This is an optimization exercise on Yosys and OpenROAD, whose aim is small area and a short achievable clock period, not a production implementation.
Only simulation tests tie the RTL to the original design; equivalence was not proved.
No activity file was given, so power comes from the tool's default toggle rates.

==> garnet: inputs <==
Design viking_core, start of the top module:
module viking_core (
    input  wire        clk,
    input  wire        rst,           
    input  wire [31:0] budget,        
    output wire        mem_req,
    output wire        mem_we,
    output wire [14:0] mem_addr,
    output wire [23:0] mem_wdata,
    input  wire [23:0] mem_rdata,
    input  wire        mem_ready,
    output wire        done,
    output wire [23:0] reg_a,
    output wire [23:0] reg_b,
    output wire [14:0] reg_x1,
    output wire [14:0] reg_x2,
    output wire [14:0] reg_x3,
    output wire [14:0] reg_pc,
    output wire        flag_overflow,
    output wire        flag_halted,
    output wire [63:0] cost_cycles,
    output wire        diag_valid,
    output wire [5:0]  diag_op,
    output wire [14:0] diag_fa
);
clock: 12.0 ns
lec_check: 0
cap_margin: 20
core_margin: 2
core_utilization: 40
place_density: 0.6
slew_margin: 20
standard.sh (not shown) runs the stock make flow with config.mk's settings and CLKGATE_MAP_FILE= SYNTH_SCRIPT=/design/flow/synth_recipe.tcl, a recipe that flattens the netlist after the stock synthesis.
==> flow/flow/run.sh <==
#!/bin/bash
set -uo pipefail
bash standard.sh SETUP_SLACK_MARGIN=7 finish > standard_make.log 2>&1
status=$?
exit $status
==> willow (differences from garnet) <==
--- a/flow/design.v
+++ b/flow/design.v
@@ -45,13 +45,13 @@
     reg        skipf;      
     reg [3:0]  depth;
     reg        bstop;      
     reg        az;         
     reg [23:0] M;          
     reg        k_mem, k_wr, k_bad, k_hlt, k_xec, k_jmp, k_jpl, k_jze, k_jmi, k_jnz;
-    reg        k_sta, k_stb, k_jsl;
+    reg        k_sta, k_stb, k_jsl, k_six1, k_six2, k_six3;
     reg        k_free;     
     reg        w_add, w_dif, w_swap, w_sgn, w_and, w_or, w_xor, w_mpy, w_div, w_dovf;
     reg        wp;
     reg        md_busy, md_div, md_fin, md_sgn, md_cin;
     reg [4:0]  md_cnt;
     reg [23:0] Cr;         
@@ -86,13 +86,15 @@
     wire e_fetch = ~k_mem & ~op_halt;       
     wire sel_ea = (st == S_I) | ((st == S_E) & (k_mem | taken));
     assign mem_addr  = sel_ea ? ea : (skipf ? N2 : N);
     assign mem_req   = (st == S_F) ? ~stopped :
                        (st == S_I) ? ~(fresh & stopped) : (e_act & ~op_halt);
     assign mem_we    = e_act & k_wr;
-    assign mem_wdata = k_sta ? A : k_stb ? B : k_jsl ? {9'd0, N} : {9'd0, x_exec};
+    assign mem_wdata = ({24{k_sta}} & A) | ({24{k_stb}} & B) | ({24{k_jsl}} & {9'd0, N}) |
+                       ({24{k_six1}} & {9'd0, X1}) | ({24{k_six2}} & {9'd0, X2}) |
+                       ({24{k_six3}} & {9'd0, X3});
     wire [14:0] addr_inc = mem_addr + 15'd1;
     wire [14:0] addr_in2 = {mem_addr[14:1] + 14'd1, mem_addr[0]};
     wire f_go = ((st == S_F) & ~stopped & mem_ready) | (e_go & e_fetch);
     wire [23:0] rd = mem_rdata;
     wire [5:0]  ro = rd[23:18];
     wire r_hlt = (ro == OP_HLT), r_xec = (ro == OP_XEC), r_stb = (ro == OP_STB),
@@ -108,15 +110,17 @@
     wire r_impl = r_hlt | r_xec | r_stb | r_sta | r_add | r_sub | r_skg | r_skn | r_ana |
                   r_ora | r_era | r_ldb | r_lda | r_jsl | r_mpy | r_div | r_ars | r_als |
                   r_tab | r_ldx | r_iab | r_six | r_jpl | r_jze | r_jmi | r_jnz | r_jmp | r_nop;
     wire r_wr  = r_sta | r_stb | r_jsl | r_six;
     wire r_w   = r_add | r_sub | r_ana | r_ora | r_era | r_mpy | r_div;
     wire r_mem = r_wr | r_w | r_lda | r_ldb | r_skg | r_skn | (r_ldx & (rd[16:15] != 2'd0));
-    wire [14:0] x_fetch = (rd[16:15] == 2'd1) ? X1 : (rd[16:15] == 2'd2) ? X2 :
-                          (rd[16:15] == 2'd3) ? X3 : 15'd0;
-    wire [14:0] ea_f = rd[14:0] + x_fetch;
+    wire [14:0] ea_x1 = rd[14:0] + X1;
+    wire [14:0] ea_x2 = rd[14:0] + X2;
+    wire [14:0] ea_x3 = rd[14:0] + X3;
+    wire [14:0] ea_f  = (rd[16:15] == 2'd1) ? ea_x1 : (rd[16:15] == 2'd2) ? ea_x2 :
+                        (rd[16:15] == 2'd3) ? ea_x3 : rd[14:0];
     wire [5:0]  cost   = k_cost + (k_sh ? {1'b0, ea[4:0]} : 6'd0);
     wire [63:0] cycles_sum = cycles + {58'd0, cost};
     wire [33:0] bo1 = {2'b00, cycles[31:0]};
     wire [33:0] bo2 = {2'b00, ~budget};
     wire [33:0] bo3 = {28'd0, k_cost};
     wire [33:0] bo4 = {29'd0, (k_sh ? ea[4:0] : 5'd0)};
@@ -299,12 +303,13 @@
                     Cr     <= l4c[27:4];
                     if (md_cnt == 5'd0) md_fin <= 1'b1;
                 end else if (md_cnt == 5'd0) begin
                     md_busy <= 1'b0;
                 end
             end
+            if ((st == S_E) && !md_busy) M <= rd;
             if (f_go) begin
                 op     <= ro;
                 xsel   <= rd[16:15];
                 ea     <= ea_f;
                 P      <= mem_addr;
                 N      <= addr_inc;
@@ -319,12 +324,15 @@
                 k_jmp  <= r_jmp;
                 k_jpl  <= r_jpl;
                 k_jze  <= r_jze;
                 k_jmi  <= r_jmi;
                 k_jnz  <= r_jnz;
                 k_sta  <= r_sta;
+                k_six1 <= r_six & (rd[16:15] == 2'd1);
+                k_six2 <= r_six & (rd[16:15] == 2'd2);
+                k_six3 <= r_six & (rd[16:15] == 2'd3);
                 k_free <= r_xec | r_jmp | r_jsl | r_hlt | ~r_impl | r_ldx | r_nop | r_six;
                 k_stb  <= r_stb;
                 k_jsl  <= r_jsl;
             end
             case (st)
                 S_F: if (f_go) fresh <= 1'b0;
@@ -347,13 +355,12 @@
                             N  <= addr_inc;
                             N2 <= addr_in2;
                         end else begin
                             P     <= N;
                             skipf <= skip;
                         end
-                        if (k_w) M <= rd;
                         wp     <= k_w;
                         w_add  <= (k_add | k_sub) & ~eff_sub;
                         w_dif  <= (k_add | k_sub) & eff_sub;
                         w_swap <= (k_add | k_sub) & eff_sub & ~gt & ~eqm;
                         w_sgn  <= eff_sub ? (~eqm & (gt ? A[23] : m_sgn))
                                           : (A[23] & ~(az & rd_zero));
- CORE_UTILIZATION: 40 -> 45
- PLACE_DENSITY: 0.6 -> 0.7
==> metrics.md <==
| Metric | Value |
|---|---|
| Status | `finished clean` |
| F_max | `0.193 GHz` |
| Synth Cell Area | `35600 um2` |
| Clk_skew | `57.2 ps` |
| Multi-input combinational area share | `between 60% and 70%` |
| Synth cell count leaders | `nor2_1, a21oi_1, nand2_1` |
| Met3 WL | `21.4 mm` |
| Vias in the first global route | `37800` |
| Launch point of the worst path | `M[11]$_DFFE_PP_` |
-- figures above: willow

==> metrics.md <==
| Metric | Value |
|---|---|
| Synth cell count leaders | `nor2_1, nand2_1, a21oi_1` |
| Met3 WL | `21.2 mm` |
| Vias in the first global route | `between 30000 and 40000` |
| First DRT Iteration DRCs | `a little under 5000` |
| Synth Cell Area | `34300 um2` |
| F_max | `0.184 GHz` |
| Status | `finished clean` |
| Clk_skew | `40.8 ps` |
| Launch point of the worst path | `xsel[1]$_DFFE_PP_` |
-- figures above: garnet

Testbench counts of garnet, summed over its fixed seeds: clk cycles 266,924.
Testbench counts of willow, summed over its fixed seeds: clk cycles 266,924.

* * *

==> inputs of quartz <==
Another version of the RTL of viking_core (not shown whole).
==> flow/design.v (excerpt) <==
module viking_core (
    input  wire        clk,
    input  wire        rst,           
    input  wire [31:0] budget,        
    output wire        mem_req,
    output wire        mem_we,
    output wire [14:0] mem_addr,
    output wire [23:0] mem_wdata,
    input  wire [23:0] mem_rdata,
    input  wire        mem_ready,
    output wire        done,
    output wire [23:0] reg_a,
    output wire [23:0] reg_b,
    output wire [14:0] reg_x1,
    output wire [14:0] reg_x2,
    output wire [14:0] reg_x3,
    output wire [14:0] reg_pc,
    output wire        flag_overflow,
    output wire        flag_halted,
    output wire [63:0] cost_cycles,
    output wire        diag_valid,
    output wire [5:0]  diag_op,
    output wire [14:0] diag_fa
);
clock: 12.0 ns
lec_check: 0
cap_margin: 5
core_margin: 2
core_utilization: 40
place_density: 0.6
slew_margin: 5
Scripts as last shown in full above: flow/flow/run.sh
==> juniper: changes against quartz <==
--- a/flow/design.v
+++ b/flow/design.v
@@ -47,13 +47,12 @@
     reg        bstop;      
     reg        az;         
     reg [23:0] M;          
     reg        k_mem, k_wr, k_bad, k_hlt, k_xec, k_jmp, k_jpl, k_jze, k_jmi, k_jnz;
     reg        k_sta, k_stb, k_jsl, k_six1, k_six2, k_six3;
-    reg        k_free;
-    reg        a_sel;      
-    reg        a_cj;       
+    reg [5:0]  k_cost;     
+    reg        k_free;     
     reg        w_add, w_dif, w_swap, w_sgn, w_and, w_or, w_xor, w_mpy, w_div, w_dovf;
     reg        wp;
     reg        md_busy, md_div, md_fin, md_sgn, md_cin;
     reg [4:0]  md_cnt;
     reg [23:0] Cr;         
@@ -65,29 +64,21 @@
     wire k_iab = (op == OP_IAB), k_ldx = (op == OP_LDX);
     wire k_skg = (op == OP_SKG), k_skn = (op == OP_SKN), k_add = (op == OP_ADD);
     wire k_sub = (op == OP_SUB), k_ana = (op == OP_ANA), k_ora = (op == OP_ORA);
     wire k_era = (op == OP_ERA), k_mpy = (op == OP_MPY), k_div = (op == OP_DIV);
     wire k_w   = k_add | k_sub | k_ana | k_ora | k_era | k_mpy | k_div;
-    reg [5:0] k_cost;
-    always @(*) begin
-        if ((op == OP_JPL) | (op == OP_JZE) | (op == OP_JMI) | (op == OP_JNZ)) k_cost = 6'd6;
-        else if (k_mpy) k_cost = 6'd28;
-        else if (k_div) k_cost = 6'd44;
-        else if (k_ldx) k_cost = 6'd5;
-        else if (k_mem | k_iab) k_cost = 6'd10;
-        else k_cost = 6'd5;
-    end
     wire xec_lim = k_xec & (depth == 4'd8);
     wire op_halt = k_hlt | k_bad | xec_lim;
+    wire taken   = k_jmp | k_xec | (k_jpl & ~A[23] & ~az) | (k_jze & az) |
+                   (k_jmi & A[23]) | (k_jnz & ~az);
     wire [14:0] x_exec = (xsel == 2'd1) ? X1 : (xsel == 2'd2) ? X2 :
                          (xsel == 2'd3) ? X3 : 15'd0;
     wire e_hold  = (fresh & stopped) | (md_busy & ~k_free);
     wire e_act   = (st == S_E) & ~e_hold;
     wire e_go    = e_act & (mem_ready | op_halt);
     wire e_fetch = ~k_mem & ~op_halt;       
-    wire sel_ea = a_sel | (a_cj & ((k_jpl & ~A[23] & ~az) | (k_jze & az) |
-                                   (k_jmi & A[23]) | (k_jnz & ~az)));
+    wire sel_ea = (st == S_I) | ((st == S_E) & (k_mem | taken));
     assign mem_addr  = sel_ea ? ea : (skipf ? N2 : N);
     assign mem_req   = (st == S_F) ? ~stopped :
                        (st == S_I) ? ~(fresh & stopped) : (e_act & ~op_halt);
     assign mem_we    = e_act & k_wr;
     assign mem_wdata = ({24{k_sta}} & A) | ({24{k_stb}} & B) | ({24{k_jsl}} & {9'd0, N}) |
@@ -112,26 +103,32 @@
                   r_ora | r_era | r_ldb | r_lda | r_jsl | r_mpy | r_div | r_ars | r_als |
                   r_tab | r_ldx | r_iab | r_six | r_jpl | r_jze | r_jmi | r_jnz | r_jmp | r_nop;
     wire r_wr  = r_sta | r_stb | r_jsl | r_six;
     wire r_w   = r_add | r_sub | r_ana | r_ora | r_era | r_mpy | r_div;
     wire r_mem = r_wr | r_w | r_lda | r_ldb | r_skg | r_skn | (r_ldx & (rd[16:15] != 2'd0));
+    reg [5:0] r_cost;
+    always @(*) begin
+        if (r_jpl | r_jze | r_jmi | r_jnz) r_cost = 6'd6;
+        else if (r_mpy) r_cost = 6'd28;
+        else if (r_div) r_cost = 6'd44;
+        else if (r_ldx) r_cost = 6'd5;
+        else if (r_mem | r_iab) r_cost = 6'd10;
+        else r_cost = 6'd5;
+    end
     wire [14:0] ea_x1 = rd[14:0] + X1;
     wire [14:0] ea_x2 = rd[14:0] + X2;
     wire [14:0] ea_x3 = rd[14:0] + X3;
     wire [14:0] ea_f  = (rd[16:15] == 2'd1) ? ea_x1 : (rd[16:15] == 2'd2) ? ea_x2 :
                         (rd[16:15] == 2'd3) ? ea_x3 : rd[14:0];
-    wire [5:0]  cost   = k_cost + (k_sh ? {1'b0, ea[4:0]} : 6'd0);
+    wire [5:0]  cost   = k_cost;
     wire [63:0] cycles_sum = cycles + {58'd0, cost};
     wire [33:0] bo1 = {2'b00, cycles[31:0]};
     wire [33:0] bo2 = {2'b00, ~budget};
     wire [33:0] bo3 = {28'd0, k_cost};
-    wire [33:0] bo4 = {29'd0, (k_sh ? ea[4:0] : 5'd0)};
     wire [33:0] bs1 = bo1 ^ bo2 ^ bo3;
     wire [33:0] bc1 = {((bo1 & bo2) | (bo1 & bo3) | (bo2 & bo3)), 1'b0};
-    wire [33:0] bs2 = bs1 ^ bc1 ^ bo4;
-    wire [33:0] bc2 = {((bs1 & bc1) | (bs1 & bo4) | (bc1 & bo4)), 1'b0};
-    wire [33:0] bsum = bs2 + bc2 + 34'd1;
+    wire [33:0] bsum = bs1 + bc1 + 34'd1;
     wire        bstop_sum = (budget != 32'd0) &&
                             ((cycles[63:32] != 32'd0) || (bsum[33:32] != 2'd0));
     wire        rd_zero = (rd[22:0] == 23'd0);
     wire        gt      = A[22:0] > rd[22:0];
     wire        eqm     = A[22:0] == rd[22:0];
@@ -253,12 +250,10 @@
             skipf    <= 1'b0;
             overflow <= 1'b0;
             halted   <= 1'b0;
             cycles   <= 64'd0;
             st       <= S_F;
-            a_sel    <= 1'b0;
-            a_cj     <= 1'b0;
             fresh    <= 1'b0;
             depth    <= 4'd0;
             bstop    <= 1'b0;
             wp       <= 1'b0;
             w_add    <= 1'b0;
@@ -317,12 +312,10 @@
                 P      <= mem_addr;
                 N      <= addr_inc;
                 N2     <= addr_in2;
                 skipf  <= 1'b0;
                 st     <= rd[17] ? S_I : S_E;
-                a_sel  <= rd[17] | r_mem | r_jmp | r_xec;
-                a_cj   <= ~rd[17] & (r_jpl | r_jze | r_jmi | r_jnz);
                 k_mem  <= r_mem;
                 k_wr   <= r_wr;
                 k_bad  <= ~r_impl;
                 k_hlt  <= r_hlt;
                 k_xec  <= r_xec;
@@ -330,10 +323,11 @@
                 k_jpl  <= r_jpl;
                 k_jze  <= r_jze;
                 k_jmi  <= r_jmi;
                 k_jnz  <= r_jnz;
                 k_sta  <= r_sta;
+                k_cost <= r_cost + (((r_ars | r_als) & ~rd[17]) ? {1'b0, ea_f[4:0]} : 6'd0);
                 k_six1 <= r_six & (rd[16:15] == 2'd1);
                 k_six2 <= r_six & (rd[16:15] == 2'd2);
                 k_six3 <= r_six & (rd[16:15] == 2'd3);
                 k_free <= r_xec | r_jmp | r_jsl | r_hlt | ~r_impl | r_ldx | r_nop | r_six;
                 k_stb  <= r_stb;
@@ -341,27 +335,22 @@
             end
             case (st)
                 S_F: if (f_go) fresh <= 1'b0;
                 S_I: if (mem_ready && !(fresh && stopped)) begin
                     ea <= rd[14:0];
+                    if (k_sh) k_cost <= k_cost + {1'b0, rd[4:0]};
                     st <= S_E;
-                    a_sel <= k_mem | k_jmp | k_xec;
-                    a_cj  <= k_jpl | k_jze | k_jmi | k_jnz;
                 end
                 default: if (e_go) begin
                     depth <= (k_xec & ~xec_lim) ? depth + 4'd1 : 4'd0;
                     if (op_halt) begin
                         st    <= S_F;
-                        a_sel <= 1'b0;
-                        a_cj  <= 1'b0;
                         fresh <= 1'b0;
                         if (!k_hlt) begin P <= N; end
                         else        begin N <= P; end
                     end else if (k_mem) begin
                         st    <= S_F;
-                        a_sel <= 1'b0;
-                        a_cj  <= 1'b0;
                         fresh <= 1'b0;
                         if (k_jsl) begin
                             P  <= addr_inc;
                             N  <= addr_inc;
                             N2 <= addr_in2;
==> flow/run.sh (new file) <==
#!/bin/bash
# synth_recipe.tcl (not shown) runs the flow's synth.tcl, then flattens the netlist and writes it again
# the make line also repeats each setting of config.mk as NAME=value (left out here)
make -C /OpenROAD-flow-scripts/flow DESIGN_CONFIG=/design/flow/config.mk WORK_HOME=/design/flow/orfs CLKGATE_MAP_FILE= SYNTH_SCRIPT=/design/flow/synth_recipe.tcl finish
- CAP_MARGIN: 5 -> 20
- SETUP_SLACK_MARGIN: default -> 5
- SLEW_MARGIN: 5 -> 20
removed: flow/flow/run.sh
removed: flow/standard.sh
==> qor summary <==
| metric | juniper | quartz |
|---|---|---|
| Result of the run | no timing/DRC/antenna violations | no timing/DRC/antenna violations |
| Final instance area | 41900 sq um | 43700 sq um |
| Effective utilization at floorplan | 40.5% | 40.3% |
| Worst path depth | 7 | 17 |
| Critical Path Sink Type | primary output | flop |
| Number of antenna violations at the first check in global routing | 12 | 7 |
| Placed instance count | 6074 | 5975 |
| Multi-input gate share of total cell area | 61.8% | 61.0% |
| Non-clock buffer contribution to total cell area | 9.73% | 12.0% |
| Leakage power | 0.0169 uW | 0.0181 uW |
| Worst reg2reg endpoint | A[2] | A[23] |
| Delay contributed by the slowest stage of the critical path | 0.66 ns | 0.44 ns |
| Vias per Instance | 6.36 | 6.29 |
| Switching Fraction | 39.8% | 38.9% |
| Final cycle utilization of the critical path | 55.3% | 41.6% |
| Area of the die | 92100 sq um | 91300 sq um |
| Global-route wire length before repair | 260000 um | 247000 um |
| Ant diodes | 7 | 8 |
| Area share of the leading cell type in the synthesized netlist | 12.6% | 12.8% |
| Required time at the worst-slack endpoint | 9.60 ns | 12.47 ns |
| Worst setup path end | mem_addr[0] | A[23] |
| Vias after detailed routing | 39200 | 39000 |
| Clock period minus worst slack | 6.63 ns | 5.00 ns |
Testbench counts of quartz, summed over its fixed seeds: clk cycles 266,924.
Testbench counts of juniper, summed over its fixed seeds: clk cycles 266,924.

-- re-timing with driven ports --
The flow's constraints put no driver on any port. The routed layouts listed below were extracted and timed again, unchanged, in two steps. Step 1 (the two cells are an assumption about what drives the block):
set clk [get_ports {clk}]
set_driving_cell -lib_cell sky130_fd_sc_hd__clkbuf_16 $clk
set_driving_cell -lib_cell sky130_fd_sc_hd__buf_2 [delete_from_list [all_inputs] $clk]
Step 2 times the ports against the registers' clock, not the clock port: input delays grow and output delays shrink by t, the midpoint of the rising clock arrivals with the driver on. Three values: ideal ports, drivers, drivers and shift; two values: the first two.
run | t (ns) | setup slack, ns | hold WS [ns] | worst setup path after step 2 | worst data-port slew with drivers (ns)
garnet | 0.683 | 6.553 / 6.480 / 6.133 | 0.463 / 0.463 / 0.463 | input to register | 0.11
willow | 0.669 | 6.810 / 6.810 / 6.270 | 0.498 / 0.498 / 0.498 | input to register | 0.07
quartz | 0.662 | 7.003 / 6.938 / 6.458 | 0.477 / 0.477 / 0.477 | input to register | 0.09
juniper | 0.687 | 5.368 / 5.296 / 5.211 | 0.456 / 0.456 / 0.456 | input to register | 0.10
After both steps every run listed still meets setup and hold. For quartz, which loses most, drivers alone change the setup slack by -0.065 ns; drivers and shift together by -0.545 ns.
